Context: an optimization exercise on an open-source flow, tuned for small area, a short achievable clock period and few clock cycles per item. The choices shown serve that exercise and are no tape-out recipe.
The RTL was checked by simulation tests, not by an equivalence proof against the original design.

## flow/design.v (module list and top-level ports; edited modules follow where they fit)
// module dxt_codec: 145 lines
// module dxt_minmax: 49 lines
// module dxt_ctile: 2073 lines
// module dxt_atile: 295 lines
// module dxt_px_alpha: 37 lines
// module dxt_dec_pal: 607 lines
// module dxt_dec_out: 44 lines
// module dxt_px_color: 634 lines
module dxt_codec (
    input  wire         clk,
    input  wire         rst,
    input  wire         in_valid,
    output wire         in_ready,
    input  wire [2:0]   in_op,
    input  wire [511:0] in_data,
    output wire         out_valid,
    input  wire         out_ready,
    output wire [511:0] out_data
);
  // ...
==> flow/flow/run.sh <==
#!/bin/bash
# Own layout flow: the standard ORFS flow with two changes. Synthesis maps
# the logic with ABC alone (no full/half-adder cell extraction) using the
# script in flow/abc.script, and the layout's timing repair aims for the setup
# slack margin in flow/margin.txt (the clock and constraints are unchanged). The registers must come out exactly as in the standard
# synthesis (same names and cell types); run.sh checks this and falls back to
# the standard netlist if they do not.
set -uo pipefail
D=$(pwd)
P=${FLOW_PLATFORM:-sky130hd}
MK=(make -C "$FLOW_HOME" DESIGN_CONFIG="$D/config.mk" CLKGATE_MAP_FILE= CAP_MARGIN=20 CORE_MARGIN=2 CORE_UTILIZATION=40 SLEW_MARGIN=20)

# 1. the standard synthesis, for reference
"${MK[@]}" WORK_HOME="$D/orfs_std" SYNTH_SCRIPT="$D/synth_recipe.tcl" synth > "$D/synth_standard.log" 2>&1 \
  || { echo "standard synthesis failed"; exit 1; }
STD="$D/orfs_std/results/$P/dxt_codec/base/1_2_yosys.v"

# 2. this flow's synthesis, in the layout's work folder
export OWN_ABC_SCRIPT="$D/flow/abc.script"
"${MK[@]}" WORK_HOME="$D/orfs" SYNTH_SCRIPT="$D/flow/own_synth.tcl" synth > "$D/synth_own.log" 2>&1 \
  || { echo "own synthesis failed"; exit 1; }
OWN="$D/orfs/results/$P/dxt_codec/base/1_2_yosys.v"

regs() { python3 "$D/flow/regs.py" "$1"; }
if ! cmp -s <(regs "$STD") <(regs "$OWN"); then
  echo "register sets differ; using the standard netlist"
  diff <(regs "$STD") <(regs "$OWN") | head -20
  cp "$STD" "$OWN"
  touch "$OWN"
fi

# 4. the rest of the standard flow on that netlist, as standard.sh runs it
#    but with the repair margin
M=$(cat "$D/flow/margin.txt")
"${MK[@]}" WORK_HOME="$D/orfs" SYNTH_SCRIPT="$D/synth_recipe.tcl" SETUP_SLACK_MARGIN="$M" finish > "$D/layout.log" 2>&1 \
  || { echo "layout failed"; tail -20 "$D/layout.log"; exit 1; }
F="$D/orfs/results/$P/dxt_codec/base/6_final.odb"
: # left out here: write the final layout as DEF
==> flow/flow/abc.script <==
strash
dch
map -B 0.9
topo
stime -c
buffer -c
upsize -c
dnsize -c
==> flow/flow/margin.txt <==
12
==> flow/flow/own_synth.tcl <==
# The standard synthesis (synth_recipe.tcl) with two changes: no full/half
# adder extraction (ADDER_MAP_FILE cleared), and the final ABC mapping uses
# the script named by OWN_ABC_SCRIPT.
proc synth {args} { yosys synth -nofsm -noshare {*}$args }
proc abc {args} {
  set i [lsearch -exact $args -script]
  if {$i >= 0} { lset args [expr {$i + 1}] $::env(OWN_ABC_SCRIPT) }
  yosys abc {*}$args
}
set ::env(ADDER_MAP_FILE) ""
source $::env(SCRIPTS_DIR)/synth.tcl
# left out here: clear keep_hierarchy, flatten, clean up, hide names made inside functions, write 1_2_yosys.v
==> flow/flow/regs.py <==
# Lists a netlist's flip-flops as "instance cell-type" (drive strength dropped).
import re, sys
txt = open(sys.argv[1]).read()
out = []
for cell, inst in re.findall(r"\b(sky130_fd_sc_hd__\w*(?:df|dl)\w*?)_\d+\s+(\\?\S+)\s*\(", txt):
    out.append(f"{inst} {cell}")
print("\n".join(sorted(out)))
==> flow/standard.sh <==
#!/bin/bash
# synth_recipe.tcl (not shown) runs the flow's synth.tcl, then flattens the netlist and writes it again
# the make line also repeats each setting of config.mk as NAME=value (left out here)
make -C /OpenROAD-flow-scripts/flow DESIGN_CONFIG=/design/flow/config.mk WORK_HOME=/design/flow/orfs CLKGATE_MAP_FILE= SYNTH_SCRIPT=/design/flow/synth_recipe.tcl "${@:-finish}"
==> flow/config.mk <==
export PLATFORM = sky130hd
export DESIGN_NAME = dxt_codec
export DESIGN_NICKNAME = dxt_codec
export VERILOG_FILES = /design/flow/design.v
export SDC_FILE = /design/flow/constraint.sdc
export NUM_CORES = 8
export LEC_CHECK = 0
export CAP_MARGIN = 20
export CORE_MARGIN = 2
export CORE_UTILIZATION = 40
export SLEW_MARGIN = 20
==> flow/constraint.sdc <==
create_clock -name core_clock -period 20.0 [get_ports {clk}]
set_input_delay 4.0000 -clock core_clock [delete_from_list [all_inputs] [get_ports {clk}]]
set_output_delay 4.0000 -clock core_clock [all_outputs]
set_load 0.01 [all_outputs]
==> flow_summary_export.csv, run 1 <==
group,metric,value,unit
status,outcome,"failed layout checks",
status,failed_checks,"antenna violations",
setup_path,r2r_slack,8.01,ns
clocking,clk_pin_slew,0.07,ns
setup_path,r2r_cells,54,
logic_synthesis,synth_area,275000,um^2
sta,setup_slack,8.01,ns
routing,postRouteAntennaNets,4,
clocking,cts_sinks,1659,
routing,vias,280000,
setup_path,critPathLaunchType,"register",
clocking,cts_hold_buf,0,
setup_path,required,20.76,ns
global_route,use_met2,0.589,
global_route,globalRouteMet1Util,0.524,
worst_hold_path,worstHoldPathCells,0,
cells_and_area,nFillCells,62600,
logic_synthesis,syn_area_per_cell,9.14,um^2
routing,wl_per_cell,38.0,um
worst_hold_path,worstHoldPathType,"register to register",
setup_path,startpoint,"hi1[24]",
setup_path,crit_family,"adder cells",
setup_path,critPathMaxStageDelay,0.62,ns
die,die_h,833,um
sta,period_minus_slack,11.99,ns
sta,worstMarginPinSlew,1.41,ns
die,start_util,0.401,
cells_and_area,largest_reg_flops,512,
Testbench counts, summed over its fixed seeds: cycles 4,024, items 4,000.
==> run 2: changes to the inputs <==
--- a/flow/flow/run.sh
+++ b/flow/flow/run.sh
@@ -1,14 +1,13 @@
 #!/bin/bash
 # Own layout flow: the standard ORFS flow with two changes. Synthesis maps
-# the logic with ABC alone (no full/half-adder cell extraction) using the
-# script in flow/abc.script, and the layout's timing repair aims for the setup
+# the logic with the ABC script in flow/abc.script, and the layout's timing repair aims for the setup
 # slack margin in flow/margin.txt (the clock and constraints are unchanged). The registers must come out exactly as in the standard
 # synthesis (same names and cell types); run.sh checks this and falls back to
 # the standard netlist if they do not.
 set -uo pipefail
 D=$(pwd)
 P=${FLOW_PLATFORM:-sky130hd}
-MK=(make -C "$FLOW_HOME" DESIGN_CONFIG="$D/config.mk" CLKGATE_MAP_FILE= CAP_MARGIN=20 CORE_MARGIN=2 CORE_UTILIZATION=40 SLEW_MARGIN=20)
+MK=(make -C "$FLOW_HOME" DESIGN_CONFIG="$D/config.mk" CLKGATE_MAP_FILE=)
 
 # 1. the standard synthesis, for reference
 "${MK[@]}" WORK_HOME="$D/orfs_std" SYNTH_SCRIPT="$D/synth_recipe.tcl" synth > "$D/synth_standard.log" 2>&1 \
==> flow/flow/abc.script (replaced) <==
strash
&get -n
&st
&syn2
&if -g -K 6
&synch2
&nf
&put
strash
dch
map -D 1000 -a
topo
upsize -c
dnsize -c
==> flow/flow/own_synth.tcl (replaced) <==
# The standard synthesis (synth_recipe.tcl) with one change: the final ABC
# mapping uses the script named by OWN_ABC_SCRIPT.
proc synth {args} { yosys synth -nofsm -noshare {*}$args }
proc abc {args} {
  set i [lsearch -exact $args -script]
  if {$i >= 0} { lset args [expr {$i + 1}] $::env(OWN_ABC_SCRIPT) }
  yosys abc {*}$args
}
source $::env(SCRIPTS_DIR)/synth.tcl
# left out here: clear keep_hierarchy, flatten, clean up, hide names made inside functions, write 1_2_yosys.v
==> flow/flow/regs.py (replaced) <==
# Lists a netlist's flip-flops and latches as "instance cell-type" (drive
# strength dropped).
import re, sys
txt = open(sys.argv[1]).read()
out = []
for cell, inst in re.findall(r"\b(sky130_fd_sc_hd__(?:e?s?df\w*?|dl[xr]\w*?|dlclk\w*?))_\d+\s+(\\?\S+)\s*\(", txt):
    out.append(f"{inst} {cell}")
print("\n".join(sorted(out)))
--- a/flow/config.mk
+++ b/flow/config.mk
@@ -7,5 +7,6 @@
 export LEC_CHECK = 0
 export CAP_MARGIN = 20
 export CORE_MARGIN = 2
-export CORE_UTILIZATION = 40
+export CORE_UTILIZATION = 30
+export PLACE_DENSITY = 0.45
 export SLEW_MARGIN = 20
==> flow_summary_export.csv, run 2 <==
group,metric,value,unit
logic_synthesis,synth_edf_count,1655,
clocking,clockBufferDepth,4,
logic_synthesis,ys_async_sr_fraction,0,
sta,maxSlewViolCount,0,
die,start_util,0.301,
sta,rsz0062_at_grt,"true",
clocking,cts_sinks,1659,
sta,report.final.hold_viol_count,0,
clocking,cts_buffers,214,
sta,worstMarginPinSlew,1.36,ns
sta,slew_headroom,0.0939,
global_route,grt_pass1_vias,278000,
routing,wl_per_cell,37.2,um
die,dieArea,856000,um^2
sta,hold_ws,0.360,ns
global_route,grt_usage,0.399,
setup_path,cp_slowest_cell,"fa_2",
routing,dr.pass1.iters,9,
clocking,clk_latency,1.12,ns
cells_and_area,largest_reg_flops,512,
global_route,grt_pass1_wl,2390,mm
routing,postRouteAntennaNets,1,
global_route,overflow,0,
status,outcome,"failed layout checks",
setup_path,end_kind,"register",
cells_and_area,drive_gt1_frac,0.246,
logic_synthesis,ys_types,97,
sta,fin_setup_tns,0,ns
setup_path,critPathArrivalTime,12.03,ns
cells_and_area,largest_register,"t1",
setup_path,crit_path_max_fanout,7,
die,fp-row-count,338,
sta,setup_viol,0,
logic_synthesis,ys_warn_count,12,
routing,remaining_drc_errors,0,
setup_path,required,20.77,ns
sta,period_minus_slack,11.25,ns
setup_path,r2r_cells,61,
routing,vias,302000,
clocking,cts-htree-levels,4,
sta,min_period_over_period,0.563,
cells_and_area,finalNetCount,41500,
die,coreArea,846000,um^2
routing,drt_iter0_markers,48000,
worst_hold_path,worstHoldPathCells,0,
die,die_x,925,um
die,io_pins,1033,
global_route,antenna_found_initial,388,
placement,hpwl,1290,mm
logic_synthesis,syn_area_per_cell,7.95,um^2
cells_and_area,final_common_cell,"clkinv_1",
logic_synthesis,synth_seq_area_share,0.196,
logic_synthesis,post-synth-top-area-cell,"fa_1",
placement,port_buffers,1032,
logic_synthesis,synth_fp_nets,36800,
placement,gp_congestion,1.03,
setup_path,critPathLaunchType,"register",
logic_synthesis,synth_seq_cells,1659,
logic_synthesis,synth_most_common_cell,"clkinv_1",
clocking,tritoncts,"yes",
worst_hold_path,worstHoldPathType,"register to register",
logic_synthesis,synth_commonest_cells,"clkinv_1 (5703), nand2_1 (3635), o21ai_0 (3572), nor2_1 (3465), fa_1 (2562)",
flow_run,maxCapViolations,0,
setup_path,crit_type,"register to register",
sta,clock_skew,0.142,ns
global_route,grt_max_degree,149,
routing,finalWirelength,1800,mm
logic_synthesis,synth_cells,32000,
setup_path,critPathMaxStageDelay,0.60,ns
logic_synthesis,synth_area_leaders,"fa_1 (20%), edfxtp_1 (20%), ha_1 (8.6%)",
logic_synthesis,synth_area,255000,um^2
status,failed_checks,"antenna violations",
routing,avgViaCountPerCell,6.23,
sta,max_freq,88.9,MHz
die,die_h,925,um
clocking,clk_pin_slew,0.08,ns
cells_and_area,syn_to_final_growth,37.0,%
logic_synthesis,synthFlopType,"edfxtp_1",
cells_and_area,mostFrequentLayoutCells,"clkinv_1 (4650), nand2_1 (3287), nor2_1 (3074)",
clocking,cts_root_buf,"clkbuf_16",
logic_synthesis,synth_top_area_frac,0.202,
run 2: metal layers:
metal	global-route usage	part of all wire	wire length (um)	vias up
met3	0.169	0.15	262000	5921
met4	0.273	0.088	159000	182
met5	0.00359	0.0012	2190	-
li1	-	-	-	123000
met1	0.512	0.38	690000	149000
met2	0.537	0.38	691000	24000
run 2: cell type report:
cell class | count | area (um^2)
flip-flops and latches | 1659 | 49800
multi-input cells | 24600 | 208000
fillers | 85200 | 498000
repair buffers | 4432 | 43800
inverters | 5814 | 24500
diodes | 457 | 1140
well taps | 11200 | 14000
clock buffers | 245 | 5470
clock inverters | 146 | 1580
repair inverters | 14 | 168
run 2: worst max-delay path, delay by kind of cell, from the launching register on:
kind	cells	cell delay [ns]
simple gates	17	1.57
flops	1	0.42
fa+ha+maj	13	6.02
buf+inv	20	1.55
xor+xnor	1	0.08
compound gates	10	1.33
run 2: cells by family after synthesis:
family / Yosys count / synth area share
buffers and inverters: 5818 / 0.0861
other: 1 / 0.0000147
adder cells (fa/ha/maj): 4398 / 0.291
XOR/XNOR: 887 / 0.0306
AND/OR/NAND/NOR: 8198 / 0.129
flip-flops: 1659 / 0.196
multiplexers: 8 / 0.000320
AO/OA/AOI/OAI: 11000 / 0.268
run 2: repair_timing:
| action | CTS | global route |
|---|---|---|
| setup buffers | 1577 | 818 |
| endpoints found under the setup margin | 938 | 570 |
| pin swaps | 1495 | 1891 |
| gates resized for setup | 6148 | 3240 |
| cloned | 99 | 20 |
| hold buffers | 0 | 0 |
run 2: final timing paths:
path	startpoint	end	slack, ns
max	lo1[1]	N1[14]	8.75
min	t1[489]	g_px[15].u_c.x[9]	0.36
max reg2reg	lo1[1]	N1[14]	8.75
min reg2reg	t1[489]	g_px[15].u_c.x[9]	0.36
run 2: per-stage QoR:
step / instances / utilization / setup slack [ns] / cell area (um^2)
after detailed placement: 45200 / 0.340 / 6.52 / 288000
after CTS: 47200 / 0.390 / 8.46 / 330000
after global placement: 45200 / 0.340 / 6.16 / 288000
after floorplan: 32000 / - / 4.60 / 256000
after global routing: 48200 / 0.411 / 8.38 / 348000
final: 48500 / 0.412 / 8.75 / 349000
==> run 3: changes to the inputs <==
--- a/flow/flow/run.sh
+++ b/flow/flow/run.sh
@@ -31,7 +31,7 @@
 # 4. the rest of the standard flow on that netlist, as standard.sh runs it
 #    but with the repair margin
 M=$(cat "$D/flow/margin.txt")
-"${MK[@]}" WORK_HOME="$D/orfs" SYNTH_SCRIPT="$D/synth_recipe.tcl" SETUP_SLACK_MARGIN="$M" finish > "$D/layout.log" 2>&1 \
+"${MK[@]}" WORK_HOME="$D/orfs" SYNTH_SCRIPT="$D/synth_recipe.tcl" SETUP_SLACK_MARGIN="$M" MAX_REPAIR_ANTENNAS_ITER_DRT=12 finish > "$D/layout.log" 2>&1 \
   || { echo "layout failed"; tail -20 "$D/layout.log"; exit 1; }
 F="$D/orfs/results/$P/dxt_codec/base/6_final.odb"
 : # left out here: write the final layout as DEF
--- a/flow/config.mk
+++ b/flow/config.mk
@@ -7,6 +7,6 @@
 export LEC_CHECK = 0
 export CAP_MARGIN = 20
 export CORE_MARGIN = 2
-export CORE_UTILIZATION = 30
-export PLACE_DENSITY = 0.45
+export CORE_UTILIZATION = 25
+export PLACE_DENSITY = 0.35
 export SLEW_MARGIN = 20
==> flow_summary_export.csv, run 3 <==
group,metric,value,unit
cells_and_area,nFillCells,106000,
cells_and_area,syn_to_final_growth,39.6,%
clocking,clk_pin_slew,0.06,ns
setup_path,crit_type,"register to register",
logic_synthesis,synth_fp_nets,36800,
die,dieArea,1030000,um^2
die,coreArea,1010000,um^2
cells_and_area,largest_reg_flops,512,
global_route,antenna_found_initial,386,
logic_synthesis,synth_edf_count,1655,
global_route,grt_usage,0.366,
setup_path,end_kind,"register",
sta,min_period_over_period,0.565,
routing,dr.pass1.iters,9,
global_route,overflow,0,
logic_synthesis,synth_most_common_cell,"clkinv_1",
cells_and_area,largest_register,"t1",
sta,period_minus_slack,11.30,ns
flow_run,maxCapViolations,0,
cells_and_area,mostFrequentLayoutCells,"clkinv_1 (4649), nand2_1 (3312), nor2_1 (3052)",
setup_path,critical_path_buf_inv_count,19,
clocking,tritoncts,"yes",
die,fp-row-count,370,
logic_synthesis,ys_warn_count,12,
sta,rsz0062_at_grt,"true",
logic_synthesis,post-synth-top-area-cell,"fa_1",
routing,vias,299000,
die,io_pins,1033,
logic_synthesis,synth_area_leaders,"fa_1 (20%), edfxtp_1 (20%), ha_1 (8.6%)",
die,die_h,1.01,mm
setup_path,critPathArrivalTime,12.00,ns
routing,remaining_drc_errors,0,
die,die_x,1.01,mm
routing,wl_per_cell,38.5,um
logic_synthesis,ys_async_sr_fraction,0,
status,outcome,"no timing/DRC/antenna violations",
setup_path,crit_family,"adder cells",
routing,drt_iter0_markers,41400,
sta,maxSlewViolCount,0,
cells_and_area,drive_gt1_frac,0.253,
cells_and_area,final_common_cell,"clkinv_1",
worst_hold_path,worstHoldPathType,"register to register",
setup_path,critPathMaxStageDelay,0.60,ns
die,start_util,0.251,
logic_synthesis,synth_cells,32000,
sta,fin_setup_tns,0,ns
routing,avgViaCountPerCell,5.86,
cells_and_area,final_cells,51100,
placement,gp_congestion,0.982,
setup_path,critPathLaunchType,"register",
sta,setup_viol,0,
setup_path,crit_path_max_fanout,6,
placement,placed_cells,47800,
clocking,cts_sinks,1659,
routing,postRouteAntennaNets,0,
logic_synthesis,syn_area_per_cell,7.95,um^2
global_route,grt_max_degree,146,
logic_synthesis,synthFlopType,"edfxtp_1",
logic_synthesis,synth_commonest_cells,"clkinv_1 (5703), nand2_1 (3635), o21ai_0 (3572), nor2_1 (3465), fa_1 (2562)",
global_route,grt_pass1_wl,2570,mm
logic_synthesis,synth_seq_cells,1659,
sta,worstMarginPinSlew,1.29,ns
setup_path,required,20.70,ns
sta,slew_headroom,0.140,
cells_and_area,finalNetCount,41800,
clocking,cts-htree-levels,4,
clocking,clockBufferDepth,4,
routing,finalWirelength,1970,mm
logic_synthesis,synth_top_area_frac,0.202,
global_route,grt_pass1_vias,281000,
setup_path,cp_slowest_cell,"fa_2",
clocking,cts_root_buf,"clkbuf_16",
logic_synthesis,ys_types,97,
logic_synthesis,synth_seq_area_share,0.196,
clocking,cts_buffers,229,
placement,port_buffers,1032,
placement,hpwl,1460,mm
sta,clock_skew,0.0989,ns
sta,max_freq,88.5,MHz
logic_synthesis,synth_area,255000,um^2
sta,report.final.hold_viol_count,0,
clocking,clk_latency,1.03,ns
[run 3: final timing paths]
check / start / end / slack (ns) / cells past startpoint
max: hi1[24] / aidx[2] / 8.70 / 63
min reg2reg: t1[112] / g_px[3].u_c.x[16] / 0.39 / 0
min: t1[112] / g_px[3].u_c.x[16] / 0.39 / 0
max reg2reg: hi1[24] / aidx[2] / 8.70 / 63
[run 3: metrics by stage]
step           area, um^2  worst slack, ns  hold WS [ns]   util
2_1_floorplan      256000             4.60         0.400      -
3_3_place_gp       293000             6.41         0.401  0.288
3_5_place_dp       293000             6.31         0.405  0.289
4_1_cts            338000             8.69         0.380  0.333
5_1_grt            355000             8.33         0.401  0.350
6_report           355000             8.70         0.393  0.350
[run 3: routing by layer]
layer,vias to the layer above,global-route usage,wire (um)
li1,124000,-,-
met1,151000,0.485,803000
met2,19900,0.518,792000
met3,4372,0.125,236000
met4,160,0.204,133000
met5,-,0.0000460,2060
[run 3: logic make-up after synthesis]
family / synth area share
AOI/OAI and AO/OA: 0.268
xor gates and xnor gates: 0.0306
adders and majority gates: 0.291
buffers and inverters: 0.0861
DFF: 0.196
muxes: 0.000320
other: 0.0000147
and+or+nand+nor: 0.129
[run 3: cell type report]
type	instances	area (um^2)	share of cell area
repair buffers	4697	47100	0.133
clock buffers	270	5910	0.0166
flip-flops and latches	1659	49800	0.140
inverters	5814	24700	0.0694
clock inverters	151	1650	0.00465
well taps	13600	17000	0.0478
multi-input cells	24500	208000	0.586
diodes	335	838	0.00236
repair inverters	20	223	0.000627
[run 3: what timing repair did]
item / in CTS / in global routing
resized for setup: 6622 / 3076
buffers inserted: 1677 / 763
pin swaps: 1441 / 1736
hold buffers: 0 / 0
endpoints found under the setup margin: 896 / 568
cloned: 100 / 14
==> run 4: changes to the inputs <==
==> flow/run.sh (new file) <==
#!/bin/bash
# synth_recipe.tcl (not shown) runs the flow's synth.tcl, then flattens the netlist and writes it again
# the make line also repeats each setting of config.mk as NAME=value (left out here)
make -C /OpenROAD-flow-scripts/flow DESIGN_CONFIG=/design/flow/config.mk WORK_HOME=/design/flow/orfs CLKGATE_MAP_FILE= SYNTH_SCRIPT=/design/flow/synth_recipe.tcl finish
--- a/flow/config.mk
+++ b/flow/config.mk
@@ -7,6 +7,7 @@
 export LEC_CHECK = 0
 export CAP_MARGIN = 20
 export CORE_MARGIN = 2
-export CORE_UTILIZATION = 25
-export PLACE_DENSITY = 0.35
+export CORE_UTILIZATION = 30
+export PLACE_DENSITY = 0.45
+export SETUP_SLACK_MARGIN = 5
 export SLEW_MARGIN = 20
removed: flow/flow/run.sh
removed: flow/flow/abc.script
removed: flow/flow/margin.txt
removed: flow/flow/own_synth.tcl
removed: flow/flow/regs.py
removed: flow/standard.sh
==> flow_summary_export.csv, run 4 <==
group,metric,value,unit
sta,setup_viol,0,
clocking,cts_buffers,212,
global_route,grt_usage,0.335,
setup_path,crit_type,"register to register",
die,io_pins,1033,
clocking,tritoncts,"yes",
logic_synthesis,ys_types,118,
logic_synthesis,synth_seq_area_share,0.181,
cells_and_area,drive_gt1_frac,0.120,
routing,avgViaCountPerCell,6.06,
routing,remaining_drc_errors,0,
clocking,clk_pin_slew,0.07,ns
die,die_x,961,um
die,start_util,0.301,
logic_synthesis,post-synth-top-area-cell,"fa_1",
global_route,overflow,0,
logic_synthesis,synth_commonest_cells,"inv_1 (3775), fa_1 (2562), nand2_1 (2043), clkbuf_1 (1909), ha_1 (1751)",
routing,wl_per_cell,37.2,um
clocking,clockBufferDepth,4,
logic_synthesis,synth_top_family_by_area,"adder cells",
sta,clock_skew,0.0952,ns
global_route,grt_pass1_vias,249000,
logic_synthesis,ys_async_sr_fraction,0,
logic_synthesis,synth_most_common_cell,"inv_1",
logic_synthesis,synth_seq_cells,1659,
clocking,cts-htree-levels,4,
global_route,antenna_found_initial,375,
setup_path,regToRegStartpoint,"lo1[18]",
cells_and_area,finalNetCount,35100,
sta,period_minus_slack,14.32,ns
logic_synthesis,syn_area_per_cell,9.14,um^2
logic_synthesis,synth_top_area_frac,0.187,
cells_and_area,final_common_cell,"inv_1",
routing,dr.pass1.iters,10,
die,die_h,961,um
sta,worstMarginPinSlew,1.34,ns
setup_path,crit_end,"N1[16]",
sta,fin_setup_tns,0,ns
setup_path,r2r_end,"N1[16]",
placement,port_buffers,1032,
cells_and_area,largest_register,"t1",
routing,postRouteAntennaNets,1,
flow_run,maxCapViolations,0,
logic_synthesis,synth_cells,30100,
clocking,clk_latency,1.05,ns
routing,finalWirelength,1610,mm
routing,drt_iter0_markers,35900,
setup_path,critPathArrivalTime,15.07,ns
setup_path,crit_path_max_fanout,33,
routing,vias,262000,
logic_synthesis,synthMuxAreaShare,0.102,
logic_synthesis,synth_fp_nets,34900,
die,coreArea,913000,um^2
sta,slew_headroom,0.104,
sta,max_freq,69.8,MHz
clocking,cts_root_buf,"clkbuf_16",
placement,gp_congestion,1.02,
sta,report.final.hold_viol_count,0,
sta,hold_ws,0.384,ns
worst_hold_path,worstHoldPathType,"register to register",
sta,rsz0062_at_grt,"true",
die,fp-row-count,351,
logic_synthesis,yosys.area_share.adder,0.295,
setup_path,timing.critical_path.mode_cell,"fa_1",
setup_path,startpoint,"lo1[18]",
setup_path,r2r_slack,5.68,ns
setup_path,r2r_cells,43,
setup_path,required,20.75,ns
logic_synthesis,synth_edf_count,1655,
setup_path,critPathLaunchType,"register",
cells_and_area,largest_reg_flops,512,
logic_synthesis,synth-xor-area-share,0.0328,
setup_path,critPathMaxStageDelay,0.70,ns
global_route,grt_max_degree,153,
logic_synthesis,synth_area,275000,um^2
setup_path,end_kind,"register",
sta,min_period_over_period,0.716,
global_route,grt_pass1_wl,2160,mm
setup_path,cp_slowest_cell,"nor2_1",
die,dieArea,923000,um^2
cells_and_area,mostFrequentLayoutCells,"inv_1 (3765), fa_1 (2559), nand2_1 (2039)",
cells_and_area,syn_to_final_growth,13.3,%
status,outcome,"failed layout checks",
logic_synthesis,synth_area_leaders,"fa_1 (19%), edfxtp_1 (18%), ha_1 (8.0%)",
placement,hpwl,1240,mm
logic_synthesis,ys_warn_count,12,
clocking,cts_sinks,1659,
sta,maxSlewViolCount,0,
status,failed_checks,"antenna violations",
logic_synthesis,synth-simple-area-share,0.0998,
logic_synthesis,synthFlopType,"edfxtp_1",
logic_synthesis,synth_compound_area_frac,0.207,
clocking,cts_hold_buf,0,
==> run 4: cell types whose count changed in the layout (fill, tap and decap cells not counted), sizes merged, moves of 1634 or more <==
cell / previous run / this run
clkinv: 5290 / 91
nand2: 3679 / 2045
inv: 586 / 3816
buf: 3751 / 1157
o21ai: 3640 / 1315
nor2: 3497 / 1625
==> run 4: worst min path at each step <==
stage	from	endpoint	slack, ns	cells past startpoint
6_report	t1[75]	g_px[2].u_c.x[11]	0.38	0
3_5_place_dp	t1[20]	g_px[0].u_c.x[20]	0.40	0
5_1_grt	t1[224]	g_px[7].u_c.x[0]	0.42	0
4_1_cts	t1[199]	g_px[6].u_c.x[7]	0.41	0
2_1_floorplan	t1[0]	g_px[0].u_c.x[0]	0.40	0
3_3_place_gp	t1[99]	g_px[3].u_c.x[3]	0.40	0
==> run 4: layout make-up <==
class / instances / area (um^2)
diodes: 544 / 1360
clock buffers: 239 / 5430
fillers: 93900 / 602000
multi-input cells: 22400 / 204000
repair buffers: 2191 / 19600
clock inverters: 155 / 1730
inverters: 3798 / 14300
flip-flops and latches: 1659 / 49800
well taps: 12200 / 15200
==> run 4: stage by stage <==
stage / instances / instance area, um^2 / utilization / setup slack [ns]
floorplan: 30100 / 275000 / - / 1.77
global placement: 42200 / 301000 / 0.330 / 2.18
detailed placement: 42200 / 302000 / 0.330 / 2.35
CTS: 42600 / 309000 / 0.339 / 5.01
global route: 42900 / 311000 / 0.340 / 4.81
finish: 43200 / 311000 / 0.341 / 5.68
==> run 4: critical path: cells and delay by family, from the launching register on <==
family | cells | cell delay [ns]
adder cells (fa/ha/maj) | 14 | 6.37
flip-flops | 1 | 0.59
buffers and inverters | 12 | 2.18
AO/OA/AOI/OAI | 8 | 2.32
XOR/XNOR | 1 | 0.13
AND/OR/NAND/NOR | 8 | 2.43
==> run 4: metal layers <==
layer | track usage | share of wire | up-vias
li1 | - | - | 108000
met1 | 0.434 | 0.40 | 133000
met2 | 0.475 | 0.41 | 16900
met3 | 0.109 | 0.12 | 3581
met4 | 0.217 | 0.078 | 126
met5 | 0.000206 | 0.00065 | -
==> run 4: timing repair <==
action / in CTS / in global routing
endpoints found under the setup margin: 62 / 83
pin swaps: 9 / 6
resized for setup: 45 / 39
gates cloned: 4 / 1
setup buffers: 14 / 19
==> run 4: cells by family after synthesis <==
group / after synthesis
buffers and inverters: 5988
xor gates and xnor gates: 1018
muxes: 2187
adders and majority gates: 5100
other: 1
AOI/OAI and AO/OA: 8193
DFF: 1659
and+or+nand+nor: 5911

## static timing again, ports no longer ideal
How much do the figures lean on ideal ports? The routed layouts below were timed once more, with nothing changed but the port constraints. Step 1: set_driving_cell puts a clkbuf_16 on clk and a buf_2 on each other input, an assumption about the parent block. Step 2, shift: input delay + t, output delay - t, t = (earliest + latest rising clock arrival at the registers) / 2. This alone moves slack from input paths to output paths. Slacks: ideal / step 1 / step 2; pairs: ideal / step 1.
| run | shift t [ns] | slack for setup (ns) | clock arrival spread, ns | worst register clock-pin slew, ns |
|---|---|---|---|---|
| run 1 | 1.144 | 8.006 / 8.006 / 8.006 | 0.117 / 0.118 | 0.10 / 0.10 |
| run 2 | 1.204 | 8.749 / 8.749 / 8.749 | 0.153 / 0.153 | 0.09 / 0.09 |
| run 3 | 1.157 | 8.701 / 8.701 / 8.701 | 0.118 / 0.118 | 0.09 / 0.09 |
| run 4 | 1.155 | 5.678 / 5.678 / 5.678 | 0.096 / 0.096 | 0.08 / 0.08 |
